This design comes from an exercise in tuning for small area, a short achievable clock period and few clock cycles on the open sky130 flow, not from production work.
Only simulation tests tie the RTL to the original design; equivalence was not proved.
Power is estimated from default activity; no workload was simulated.

v6:
## jvs_relay
module jvs_relay (
    input  wire       clk,
    input  wire       rst,
    input  wire       host_rx_valid,
    input  wire [7:0] host_rx_data,
    output wire       host_rx_ready,
    output wire       host_tx_valid,
    output wire [7:0] host_tx_data,
    input  wire       host_tx_ready,
    input  wire       host_tx_idle,
    input  wire       bus_rx_valid,
    input  wire [7:0] bus_rx_data,
    output wire       bus_rx_ready,
    output wire       bus_tx_valid,
    output wire [7:0] bus_tx_data,
    input  wire       bus_tx_ready,
    input  wire       bus_tx_idle,
    output reg        bus_dir,
    input  wire       bus_sense,
    output reg        status,
    output reg        diag_req,
    output reg  [3:0] diag_code,
    input  wire       diag_done
);
    localparam [7:0] SYNC = 8'hE0;
    localparam [7:0] ESC  = 8'hD0;
    localparam integer LK = 3;
    localparam integer K  = 1 << LK;
    localparam integer LR = 8 - LK;
    localparam integer NR = 1 << LR;
    localparam integer Q  = 8;           
    reg        hrx_rdy;       
    reg        brx_rdy;       
    reg        btx_on;        
    reg        htx_on;        
    reg        btx_vld;       
    reg        htx_vld;       
    reg        hunting;       
    reg        pend;          
    reg        pos_node;      
    reg        pos_len;       
    reg        dlast;         
    reg  [7:0] raw_q;         
    reg        lg_q;          
    reg        pn_q;          
    reg        at_node_q;     
    reg        at_len_q;      
    reg        sync_q;        
    reg  [7:0] sum;           
    reg  [1:0] didx;          
    reg        rb;            
    reg  [7:0] node_q;
    reg  [7:0] len_q;
    reg  [7:0] rem;           
    reg [LK-1:0] ph;          
    reg [LK-1:0] tau0;        
  ...
Size in the first run: about 4800 cells after synthesis, about 53 I/O pins, roughly 0.059 mm2 of cells after synthesis.
export LEC_CHECK = 0
export ABC_AREA = 1
export CAP_MARGIN = 20
export CORE_MARGIN = 2
export CORE_UTILIZATION = 40
export CTS_CLUSTER_DIAMETER = 50
export CTS_CLUSTER_SIZE = 30
export SLEW_MARGIN = 20
export TNS_END_PERCENT = 100
create_clock -name core_clock -period 10.0 [get_ports {clk}]
standard.sh (not shown) runs the stock make flow with config.mk's settings and CLKGATE_MAP_FILE= SYNTH_SCRIPT=/design/flow/synth_recipe.tcl, a recipe that flattens the netlist after the stock synthesis.
==> flow/flow/run.sh <==
#!/bin/bash
set -euo pipefail
bash standard.sh SETUP_SLACK_MARGIN=7 finish > standard_flow.log 2>&1
Testbench counts of v6, summed over its fixed seeds: cycles 33,493.
Setup changes, v6 to v7
-- flow/design.v --
<<< v6, line 57
    reg  [7:0] wcnt;          
    reg  [7:0] rcnt;          
    reg  [7:0] btx_q, htx_q;
    reg        half1;         
    reg        esc_e0;        
>>> v7, line 57
    reg  [7:0] wcnt;          
    reg  [7:0] rcnt;          
    reg  [7:0] tx_q;          
    reg        half1;         
    reg        esc_e0;        
<<< v6, line 72
    assign host_tx_valid = htx_vld;
    assign bus_tx_valid  = btx_vld;
    assign host_tx_data  = htx_q;
    assign bus_tx_data   = btx_q;
    wire       rx_fire = (hrx_rdy & host_rx_valid) | (brx_rdy & bus_rx_valid);
    wire [7:0] raw     = ({8{hrx_rdy}} & host_rx_data) | ({8{brx_rdy}} & bus_rx_data);
>>> v7, line 72
    assign host_tx_valid = htx_vld;
    assign bus_tx_valid  = btx_vld;
    assign host_tx_data  = tx_q;
    assign bus_tx_data   = tx_q;
    wire       rx_fire = (hrx_rdy & host_rx_valid) | (brx_rdy & bus_rx_valid);
    wire [7:0] raw     = ({8{hrx_rdy}} & host_rx_data) | ({8{brx_rdy}} & bus_rx_data);
<<< v6, line 178
            dv        <= {(K-1){1'b0}};
            ph        <= {LK{1'b0}};
            btx_q     <= SYNC;
            htx_q     <= SYNC;
            half1     <= 1'b0;
            last_q    <= 1'b0;
>>> v7, line 178
            dv        <= {(K-1){1'b0}};
            ph        <= {LK{1'b0}};
            tx_q      <= SYNC;
            half1     <= 1'b0;
            last_q    <= 1'b0;
<<< v6, line 192
                end
            end
            if (!diag_req)
                diag_code <= !hrx_rdy ? 4'd4 : (match ? 4'd3 : 4'd2);
            lg_q      <= rx_log;
            raw_q     <= raw;
>>> v7, line 191
                end
            end
            lg_q      <= rx_log;
            raw_q     <= raw;
<<< v6, line 228
                            if (!match) begin
                                diag_req  <= 1'b1;
                            end else if (rb_now && pos_dat) begin
                                diag_req  <= 1'b1;
                            end else begin
                                bus_dir <= 1'b1;
>>> v7, line 225
                            if (!match) begin
                                diag_req  <= 1'b1;
                                diag_code <= 4'd2;
                            end else if (rb_now && pos_dat) begin
                                diag_req  <= 1'b1;
                                diag_code <= 4'd3;
                            end else begin
                                bus_dir <= 1'b1;
<<< v6, line 242
                            end else begin
                                diag_req  <= 1'b1;
                            end
                        end
>>> v7, line 241
                            end else begin
                                diag_req  <= 1'b1;
                                diag_code <= 4'd4;
                            end
                        end
<<< v6, line 272
            if (free && tx_on) begin
                if (hold2) begin
                    if (btx_on) btx_q <= {3'b110, esc_e0, 4'hF};
                    if (htx_on) htx_q <= {3'b110, esc_e0, 4'hF};
                    half1 <= 1'b0;
                end else if (ending) begin
>>> v7, line 272
            if (free && tx_on) begin
                if (hold2) begin
                    tx_q  <= {3'b110, esc_e0, 4'hF};
                    half1 <= 1'b0;
                end else if (ending) begin
<<< v6, line 280
                    btx_vld <= 1'b0;
                    htx_vld <= 1'b0;
                    if (btx_on) btx_q <= SYNC;
                    if (htx_on) htx_q <= SYNC;
                    last_q  <= 1'b0;
                end else if (!hdr[1] || qv[0]) begin
                    if (btx_on) btx_q <= h0_esc ? ESC : h0;
                    if (htx_on) htx_q <= h0_esc ? ESC : h0;
                    half1   <= h0_esc;
                    esc_e0  <= h0[5];
>>> v7, line 279
                    btx_vld <= 1'b0;
                    htx_vld <= 1'b0;
                    tx_q    <= SYNC;
                    last_q  <= 1'b0;
                end else if (!hdr[1] || qv[0]) begin
                    tx_q    <= h0_esc ? ESC : h0;
                    half1   <= h0_esc;
                    esc_e0  <= h0[5];
Notes after the runs:
- The lower synthesized area divided by synthesized cell count came out of v6.
- Taking v6 as the reference, in v7 share of post-route cells with drive strength above 1 shows an increase of 0.74 points; power density of the placed cells moved down.
- What v6 reported for number of buffers added for setup after CTS has to be multiplied by 1.2 to get the figure for v7.
- Between v6 and v7, the difference in final design utilization is negligible.
- Multi-input combinational cell count of v7 falls short of that of v6 by a few percent.
- Between v6 and v7, the combinational share of power does not differ in any meaningful way.
- Per the comparison of v7 with v6, clock-buffer cell count now sits lower; routed wire length now sits lower.
- Lower global-route usage over all layers was reported by v7, not v6.
- v7 vs v6, first element of the critical path: tx_q[4] vs htx_vld
- Re number of antenna violations at the first check in global routing: v7 is 1 down on v6.
- Re least setup slack across all paths after layout: v7 is 0.016 ns down on v6.
Testbench counts of v7, summed over its fixed seeds: cycles 33,493.

==> afterwards: timing with drivers on the ports <==
No port has a modelled driver above. Below, the same layouts with a new extraction and two added sets of constraints.
Step 1 assumes that a clkbuf_16 drives the clock port and a buf_2 every other input.
Step 2, shift: input delay + t, output delay - t, t = (earliest + latest rising clock arrival at the registers) / 2. This alone moves slack from input paths to output paths.
a / b / c = no drivers / after step 1 / after step 2; a / b = the first two.
run	t, ns	setup slack, ns	hold WS [ns]
v6	0.847	6.755 / 6.681 / 6.253	0.302 / 0.302 / 0.302
v7	0.839	6.739 / 6.664 / 6.211	0.290 / 0.290 / 0.290
After both steps every run listed still meets setup and hold. The setup slack of v7, which loses most, moves by -0.075 ns with the drivers and by -0.528 ns with both steps.
